Background: an optimization exercise with open tools, aiming at a short achievable clock period. Do not read the settings as production practice. At most, simulation tests tie the RTL to the original design; equivalence was not proved. The clock input has no modelled driver; a real chip could not lean on it and would need a root buffer or a full tree. Power and IR drop assume default switching activity.

build 98:
Design fcp, start of the top module:
module fcp #(
    parameter PMAX = 64                  
) (
    input  wire        clk,
    input  wire        rst,              
    input  wire        req_valid,
    input  wire [35:0] req,
    output reg         rsp_valid,
    output reg  [49:0] rsp
);
    wire [3:0]  opsel = req[35:32];
    wire [31:0] arg   = req[31:0];
    wire [7:0]  b     = arg[7:0];
    wire [15:0] s_len = arg[31:16];
    reg         st_idle, st_fill, st_emit;    
    reg  [7:0]  acc_s;       
    reg  [7:0]  acc_c;
    reg         acc_sv;      
    reg  [7:0]  hdr_s;       
    reg  [7:0]  hdr_c;       
    reg  [7:0]  t_type;
    reg  [7:0]  t_id;
    reg  [6:0]  t_len;       
    reg  [PMAX-1:0] pc;      
    reg  [6:0]  prem;        
    reg         prem1;       
    reg         prem2;       
    reg         wen;         
    reg  [7:0]  wd;
    reg  [6:0]  kh;          
    reg  [6:0]  eidx;
    reg         elast;       
    reg         sp;          
    reg  [5:0]  hc;          
    reg         hvalid;
    reg  [47:0] hdr;         
    reg         pp_v;        
    reg  [7:0]  pp_b;
    reg  [5:0]  pp_pos;
    wire [47:0] hdr_eff;     
    reg  [7:0]  pbuf [0:PMAX-1];
  ...
Size in the first run: roughly 90 I/O pins.
export LEC_CHECK = 0
export ABC_CLOCK_PERIOD_IN_PS = 800
export CAP_MARGIN = 20
export CORE_MARGIN = 2
export CORE_UTILIZATION = 65
export PLACE_DENSITY = 0.8
export SETUP_SLACK_MARGIN = 2.8
export SLEW_MARGIN = 20
export SYNTH_HIERARCHICAL = 1
export SYNTH_MINIMUM_KEEP_SIZE = 0
create_clock -name core_clock -period 4.5 [get_ports {clk}]
standard.sh (not shown) runs the stock make flow with config.mk's settings and CLKGATE_MAP_FILE= SYNTH_SCRIPT=/design/flow/synth_recipe.tcl, a recipe that flattens the netlist after the stock synthesis.
==> flow/flow/run.sh <==
#!/bin/bash
# Standard layout, with the clock tree built by flow/tree.tcl (two levels of
# clkbuf_16) instead of TritonCTS. Full output of the ORFS run goes to
# flow_standard.log in the work folder; ORFS's own per-step logs stay under orfs/logs.
set -euo pipefail
W=$(pwd)
export PRE_CTS_TCL="$W/flow/tree.tcl"
bash standard.sh > "$W/flow_standard.log" 2>&1
Other scripts of this flow, unchanged in this note and not shown: flow/flow/tree.tcl
Having completed the whole flow, build 98 delivered a layout that passed the timing, DRC and antenna checks.
The inputs of build 80 differ from those of build 98 as listed below.
- a change of CORE_UTILIZATION from 65 to 55
- a change of PLACE_DENSITY from 0.8 to 0.7
Notes after the runs:
Comparing build 98 and build 80, the higher design area is on build 80.
Build 80 ended up with eidx[2] as its end point of the critical path; build 98 ended up with kh[4].
Changes observed in build 80 relative to build 98: total die area went up 0.0094 sq mm, number of gates resized after CTS went up 30, wire length went down 2.9%.
The row count number comes out higher for build 80 vs build 98.
Build 80 against build 98: worst-case reg-to-reg path depth now sits higher; cell count after synthesis now sits at about the same level.
The following lists how build 19 was set up differently from build 80:
- changing SETUP_SLACK_MARGIN from 2.8 to 2.75
- changing PLACE_DENSITY from 0.7 to 0.6
- changing CORE_UTILIZATION from 55 to 40
[summary]
Cell with the biggest individual delay on the critical path = nor2_4: build 80; cell with the biggest individual delay on the critical path = nor2b_4: build 19
Going from build 80 to build 19, the share of the cycle needed by the critical path after routing was found to have gone down by 1.3 points.
[compare] base=build 80 new=build 19: met2 wire length picked up an extra about 1.5%; power essentially unchanged.
Utilization build 80 -> build 19: down
Worst slew margin relative to its limit ended up 5.1 points higher on build 19 than on build 80.
Comparing build 80 and build 19, critical path depth is lower on build 19.
Setup slack improves in build 19 relative to build 80.
Function was not checked in any run of this note: the RTL went through the layout flow alone. In every run of this note, the design's own scripts or RTL, not TritonCTS, make the clock network.

========
fcp, a different RTL version from the one above (not shown whole).
Size: about 760 flip-flops, about 90 I/O pins, roughly 30000 um^2 of cells after synthesis.
Settings: LEC_CHECK=0, ABC_CLOCK_PERIOD_IN_PS=800, CAP_MARGIN=20, CORE_MARGIN=2, CORE_UTILIZATION=55, PLACE_DENSITY=0.7, SETUP_SLACK_MARGIN=2.5, SLEW_MARGIN=20; clock period 4.5 ns.
run.sh (not shown) runs the stock make flow with config.mk's settings and CLKGATE_MAP_FILE= SYNTH_SCRIPT=/design/flow/synth_recipe.tcl, a recipe that flattens the netlist after the stock synthesis.
Stock flow here: none of the scripts above is used.
The first run finished clean.
Then changed:
Settings changed: CORE_UTILIZATION 55 to 40, PLACE_DENSITY 0.7 to 0.6.
Design area rose by about 2.6%.
Flip-flop and latch count is unchanged.
Wire length increases by about 0.8%.
Then changed:
Settings changed: ABC_CLOCK_PERIOD_IN_PS 800 to 1500, SETUP_SLACK_MARGIN 2.5 to 2.8.
What happened: Design area increases by a little under a tenth. Worst setup slack improves by 0.0088 ns. Sequential share of layout area falls by 4.4 points. Via count rose by a few percent. Final cell count climbs by a few percent. Clock-buffer cell count increases by 18. Area after synthesis is unchanged.

========
Another version of the RTL of fcp (not shown whole).
For scale: ~2100 cells after synthesis, ~90 I/O pins, roughly 30000 um^2 of cells after synthesis.
// fcp
module fcp #(
    parameter PMAX = 64                  
) (
    input  wire        clk,
    input  wire        rst,              
    input  wire        req_valid,
    input  wire [35:0] req,
    output reg         rsp_valid,
    output reg  [49:0] rsp
);
    localparam [7:0] PROTO_VER = 8'h03;
    localparam [7:0] CS_INIT   = 8'hFF;
    localparam       NOH       = PMAX + 6;    
    wire [3:0]  opsel = req[35:32];
    wire [31:0] arg   = req[31:0];
    wire [7:0]  b     = arg[7:0];
    wire [15:0] s_len = arg[31:16];
    reg         st_idle, st_fill, st_emit;    
    reg  [7:0]  acc_a;       
    reg  [7:0]  acc_p;       
    reg         acc_sv;      
    reg  [7:0]  t_sum;       
    reg  [7:0]  t_type;
    reg  [7:0]  t_id;
    reg  [6:0]  t_len;       
    reg  [PMAX:0]   pc;      
    reg  [6:0]  prem;        
    reg         plast;       
    reg         wen;         
    reg  [7:0]  wd;
    reg  [NOH-1:0]  oh;      
    reg  [6:0]  eidx;
    reg  [7:0]  eb;          
    reg         elast;       
    reg  [5:0]  hc;          
    reg         hvalid;
    reg  [47:0] hdr;         
    reg  [7:0]  pbuf [0:PMAX-1];
    wire o_csinit  = (opsel == 4'h1);
    wire o_csadd   = (opsel == 4'h2);
    wire o_csfin   = (opsel == 4'h3);
    wire o_encst   = (opsel == 4'h4);
    wire o_encpay  = (opsel == 4'h5);
    wire o_encemit = (opsel == 4'h6);
    wire o_abort   = (opsel == 4'h7);
    wire o_push    = (opsel == 4'h8);
    wire o_get     = (opsel == 4'h9);
    wire o_hdclr   = (opsel == 4'hA);
    wire o_pack    = (opsel == 4'hB);
    wire o_unpack  = (opsel == 4'hC);
    wire o_ill     = (opsel[3:2] == 2'b11) && (opsel[1:0] != 2'b00);
    wire len_big   = (|s_len[15:7]) || (s_len[6] && (|s_len[5:0]));
    wire v         = req_valid && !rst;
    wire a_csinit  = v && o_csinit && st_idle;
    wire a_csadd   = v && o_csadd  && st_idle;
  ...
clock: 4.5 ns
lec_check: 0
abc_clock_period_in_ps: 1500
cap_margin: 20
core_margin: 2
core_utilization: 40
place_density: 0.6
setup_slack_margin: 2.8
slew_margin: 20
Edit:
Settings changed: ABC_CLOCK_PERIOD_IN_PS 1500 to unset, SETUP_SLACK_MARGIN 2.8 to unset.
The changed run ran to the end with no violations.
Area after synthesis is unchanged.
Critical path depth is lower by 1.
Combinational power is lower by 24%.

========
run A:
fcp, a different RTL version from the one above (not shown whole).
Size: about 90 I/O pins, about 32000 µm² of cells after synthesis.
Settings: LEC_CHECK=0, ABC_CLOCK_PERIOD_IN_PS=800, CAP_MARGIN=20, CORE_MARGIN=2, CORE_UTILIZATION=40, PLACE_DENSITY=0.6, SETUP_SLACK_MARGIN=2.75, SLEW_MARGIN=20, SYNTH_HIERARCHICAL=1, SYNTH_MINIMUM_KEEP_SIZE=0; clock period 4.5 ns.
standard.sh (not shown) runs the stock make flow with config.mk's settings and CLKGATE_MAP_FILE= SYNTH_SCRIPT=/design/flow/synth_recipe.tcl, a recipe that flattens the netlist after the stock synthesis.
==> flow/flow/tree.tcl <==
# PRE_CTS hook: build a two-level clock tree by hand in place of TritonCTS.
# The clock port drives NROOT clkbuf_16 buffers; each drives the clkbuf_16
# leaf buffers of its region; each leaf drives at most LEAF_MAX flip-flops.
# Regions and leaf clusters come from recursive bisection of the flip-flop
# positions (alternating x and y at the median).

set LEAF_MAX 28
set NROOT_LEVELS 2   ;# 2 bisections -> 4 root buffers
set BUF sky130_fd_sc_hd__clkbuf_16

set db    [ord::get_db]
set block [ord::get_db_block]
set master [$db findMaster $BUF]
set clknet [$block findNet clk]

# Port buffers: the flow leaves delay cells (clkdlybuf4s50_1) at the ports;
# use plain buffers so the port paths start fast.
foreach bt [$block getBTerms] {
  set net [$bt getNet]
  if {[$net getName] == "clk"} continue
  foreach it [$net getITerms] {
    set inst [$it getInst]
    if {[$bt getIoType] == "INPUT"} {
      replace_cell [$inst getName] sky130_fd_sc_hd__buf_8
    } else {
      replace_cell [$inst getName] sky130_fd_sc_hd__buf_4
    }
  }
}

set sinks {}
foreach it [$clknet getITerms] {
  set inst [$it getInst]
  set bb [$inst getBBox]
  set x [expr {([$bb xMin] + [$bb xMax]) / 2}]
  set y [expr {([$bb yMin] + [$bb yMax]) / 2}]
  lappend sinks [list $x $y $it]
}
puts "tree.tcl: [llength $sinks] clock sinks"

proc bisect {items axis} {
  set s [lsort -integer -index $axis $items]
  set h [expr {[llength $s] / 2}]
  return [list [lrange $s 0 [expr {$h - 1}]] [lrange $s $h end]]
}

# split items until each part has at most max entries
proc split_to {items axis max} {
  if {[llength $items] <= $max} { return [list $items] }
  lassign [bisect $items $axis] a b
  set na [expr {1 - $axis}]
  return [concat [split_to $a $na $max] [split_to $b $na $max]]
}

proc split_levels {items axis levels} {
  if {$levels == 0} { return [list $items] }
  lassign [bisect $items $axis] a b
  set na [expr {1 - $axis}]
  return [concat [split_levels $a $na [expr {$levels - 1}]] [split_levels $b $na [expr {$levels - 1}]]]
}

proc centroid {items} {
  set sx 0; set sy 0
  foreach e $items { set sx [expr {$sx + [lindex $e 0]}]; set sy [expr {$sy + [lindex $e 1]}] }
  set n [llength $items]
  return [list [expr {$sx / $n}] [expr {$sy / $n}]]
}

proc place_buf {block master name x y} {
  set inst [odb::dbInst_create $block $master $name]
  set w [[$inst getMaster] getWidth]
  set h [[$inst getMaster] getHeight]
  $inst setLocation [expr {$x - $w / 2}] [expr {$y - $h / 2}]
  $inst setPlacementStatus PLACED
  return $inst
}

set regions [split_levels $sinks 0 $NROOT_LEVELS]
set r 0
set nleaf 0
foreach reg $regions {
  set leaves [split_to $reg [expr {$NROOT_LEVELS % 2}] $LEAF_MAX]
  set rnet [odb::dbNet_create $block "clknet_r$r"]
  $rnet setSigType CLOCK
  set lc {}
  foreach lf $leaves {
    lassign [centroid $lf] x y
    lappend lc [list $x $y]
    set li [place_buf $block $master "clkbuf_leaf_r${r}_$nleaf" $x $y]
    set lnet [odb::dbNet_create $block "clknet_leaf_$nleaf"]
    $lnet setSigType CLOCK
    [$li findITerm X] connect $lnet
    [$li findITerm A] connect $rnet
    foreach e $lf {
      set it [lindex $e 2]
      $it disconnect
      $it connect $lnet
    }
    incr nleaf
  }
  lassign [centroid $lc] x y
  set ri [place_buf $block $master "clkbuf_root_$r" $x $y]
  [$ri findITerm X] connect $rnet
  [$ri findITerm A] connect $clknet
  incr r
}
$clknet setSigType CLOCK
puts "tree.tcl: $r root buffers, $nleaf leaf buffers"

global_connect
set_propagated_clock [all_clocks]

# TritonCTS is replaced by the tree above
rename clock_tree_synthesis clock_tree_synthesis_unused
proc clock_tree_synthesis {args} { puts "tree.tcl: clock tree built by hand, TritonCTS skipped" }
Scripts as last shown in full above: flow/flow/run.sh
Input-level comparison between run B and run A:
--- a/flow/config.mk
+++ b/flow/config.mk
@@ -11,3 +11,3 @@
-export CORE_UTILIZATION = 40
-export PLACE_DENSITY = 0.6
-export SETUP_SLACK_MARGIN = 2.75
+export CORE_UTILIZATION = 55
+export PLACE_DENSITY = 0.7
+export SETUP_SLACK_MARGIN = 2.8
--- outcome ---
- Looking at the reports, run A completed the entire flow and the layout it produced met the timing, DRC and antenna checks.
- Run B: all stages complete, timing, DRC and antenna checks passed
- Re final critical-path required period: run A and run B aren't equal, and the lower value belongs to run B.
- Sort run A and run B by maximum frequency asc -> top: run A
- Looking at number of buffer and inverter instances along the worst setup path, run B sits below run A.
- Relative to run A, the starting utilization of the core area of run B is higher by 16 points.
- The final reports for run B and run A show met1 routed wirelength after detailed routing lower in the former.
- From run A to run B the numbers moved as follows: multi-input gate area in the final layout saw a decrease; final wirelength saw a decrease.
Here is what was changed in the inputs of run C compared with run B.
--- a/flow/flow/tree.tcl
+++ b/flow/flow/tree.tcl
@@ -27,0 +28,7 @@
+  }
+}
+
+# Response flip-flops drive the output buffers: use the x2 drive strength.
+foreach inst [$block getInsts] {
+  if {[string match {rsp*} [$inst getName]] && [[$inst getMaster] getName] == "sky130_fd_sc_hd__dfxtp_1"} {
+    replace_cell [$inst getName] sky130_fd_sc_hd__dfxtp_2
- The cell count on run B is in line with that on run C.
- Higher count of TritonRoute iterations in the first routing pass among run B and run C: run C
- Between run B and run C, the difference in sequential fraction of total cell area is negligible.
- sky130_fd_sc_hd__edfxtp_1 as the cell type of the slowest stage on the worst timing path was reported by run C, and sky130_fd_sc_hd__nor2b_4 by run B.
- Changes observed in run C relative to run B: number of buffer and inverter stages on the critical path lower, routed wire length went down by about 0.5%, sequential cell count flat.
In every run of this note, the design's own scripts or RTL, not TritonCTS, make the clock network.

========
fcp, a different RTL version from the one above (not shown whole).
Size in the first run: about 2,900 cells after synthesis, about 33,000 um2 of cells after synthesis.
==> flow/config.mk <==
export PLATFORM = sky130hd
export DESIGN_NAME = fcp
export DESIGN_NICKNAME = fcp
export VERILOG_FILES = /design/flow/design.v
export SDC_FILE = /design/flow/constraint.sdc
export NUM_CORES = 4
export LEC_CHECK = 0
export ABC_CLOCK_PERIOD_IN_PS = 800
export CAP_MARGIN = 20
export CORE_MARGIN = 2
export CORE_UTILIZATION = 40
export PLACE_DENSITY = 0.6
export SETUP_SLACK_MARGIN = 2.75
export SLEW_MARGIN = 20
export SYNTH_HIERARCHICAL = 1
export SYNTH_MINIMUM_KEEP_SIZE = 0
==> flow/constraint.sdc <==
create_clock -name core_clock -period 4.5 [get_ports {clk}]
set_input_delay 0.9000 -clock core_clock [delete_from_list [all_inputs] [get_ports {clk}]]
set_output_delay 0.9000 -clock core_clock [all_outputs]
set_load 0.01 [all_outputs]
Scripts as last shown in full above: flow/flow/run.sh
Other scripts of this flow, unchanged in this note and not shown: flow/flow/tree.tcl
Edit:
--- a/flow/config.mk
+++ b/flow/config.mk
@@ -9,7 +9,7 @@
 export CAP_MARGIN = 20
 export CORE_MARGIN = 2
-export CORE_UTILIZATION = 40
-export PLACE_DENSITY = 0.6
-export SETUP_SLACK_MARGIN = 2.75
+export CORE_UTILIZATION = 55
+export PLACE_DENSITY = 0.7
+export SETUP_SLACK_MARGIN = 2.8
 export SLEW_MARGIN = 20
 export SYNTH_HIERARCHICAL = 1
Result:
- utilization came out higher by 18 points
- clock skew is about the same
- wire length came out higher by a few percent
- setup slack is better by 38 ps
- design area came out higher slightly
- area after synthesis does not change
- hold slack is better by 13 ps
- total power came out higher slightly
- cell count came out lower by a few percent
- synthesized cell count stays the same
No functional check of the RTL was part of any run of this note. In every run of this note, the design's own scripts or RTL, not TritonCTS, make the clock network.

========
== main ==
Another version of the RTL of fcp (not shown whole).
For scale: roughly 2800 cells after synthesis, ~90 I/O pins.
clock: 4.5 ns
lec_check: 0
abc_clock_period_in_ps: 800
cap_margin: 20
core_margin: 2
core_utilization: 40
place_density: 0.6
setup_slack_margin: 2.75
slew_margin: 20
synth_hierarchical: 1
synth_minimum_keep_size: 0
Scripts as last shown in full above: flow/flow/run.sh
Other scripts of this flow, unchanged in this note and not shown: flow/flow/tree.tcl
main | status: complete | timing, DRC, antenna: pass
#### Input delta (the feature branch over main)
Settings: a change of PLACE_DENSITY from 0.6 to 0.7; a change of CORE_UTILIZATION from 40 to 55; a change of SETUP_SLACK_MARGIN from 2.75 to 2.8.
==> comparison <==
The feature branch went all the way through the flow, and no timing, DRC or antenna check failed.
Compared to main, the feature branch has final cell count about 7% lower.
Power density of the placed cells: the feature branch vs main up about 1%
The feature branch has power share of the combinational group above what main had.
Looking at ratio of final minimum period to clock period across the feature branch and main, the one that comes out lower is the feature branch.
Final period demand of the worst path in the feature branch vs main: down 0.034 ns
In terms of power, the feature branch and main differ only marginally.
Critical path launch point: req[33] -> main, req[21] -> the feature branch
Function was not checked in any run of this note: the RTL went through the layout flow alone. In every run of this note, the design's own scripts or RTL, not TritonCTS, make the clock network.

static timing again, ports no longer ideal:
Ports are ideal in the flow. The routed layouts listed here were re-timed in OpenROAD. Step 1: set_driving_cell puts a clkbuf_16 on clk and a buf_2 on each other input, an assumption about the parent block. Step 2 times the ports against the registers' clock, not the clock port: input delays grow and output delays shrink by t, the midpoint of the rising clock arrivals with the driver on. a / b / c = no drivers / after step 1 / after step 2; a / b = the first two.
| run | shift t [ns] | slack for setup (ns) | worst setup path after step 2 | worst data-port slew with drivers (ns) | pins driven straight from the clock port |
|---|---|---|---|---|---|
| build 98 | 0.506 | 2.569 / 2.556 / 2.050 | input to register | 0.22 | 4 |
| build 80 | 0.519 | 2.533 / 2.581 / 2.096 | input to register | 0.08 | 4 |
| build 19 | 0.521 | 2.592 / 2.567 / 2.132 | input to register | 0.12 | 4 |
| the first run of note 2 | 0.667 | 2.431 / 2.442 / 1.784 | input to register | 0.05 | 1 |
| the second run of note 2 | 0.674 | 2.433 / 2.438 / 1.779 | input to register | 0.06 | 1 |
| the third run of note 2 | 0.685 | 2.441 / 2.416 / 1.789 | input to register | 0.06 | 1 |
| the first run of note 3 | 0.695 | 1.971 / 1.971 / 1.540 | input to register | 0.08 | 1 |
| the second run of note 3 | 0.712 | 1.498 / 1.498 / 1.014 | input to register | 0.05 | 1 |
| run A | 0.520 | 2.541 / 2.538 / 2.091 | input to register | 0.08 | 4 |
| run B | 0.506 | 2.632 / 2.543 / 2.090 | input to register | 0.16 | 4 |
| run C | 0.508 | 2.623 / 2.567 / 2.115 | input to register | 0.15 | 4 |
| the first run of note 5 | 0.514 | 2.502 / 2.571 / 2.057 | input to register | 0.07 | 4 |
| the second run of note 5 | 0.510 | 2.539 / 2.502 / 1.992 | input to register | 0.18 | 4 |
| main | 0.516 | 2.511 / 2.582 / 2.084 | input to register | 0.10 | 4 |
| the feature branch | 0.504 | 2.545 / 2.581 / 2.125 | input to register | 0.09 | 4 |
After both steps every run listed still meets setup and hold. For the second run of note 2, which loses most, drivers alone change the setup slack by +0.005 ns; drivers and shift together by -0.654 ns.
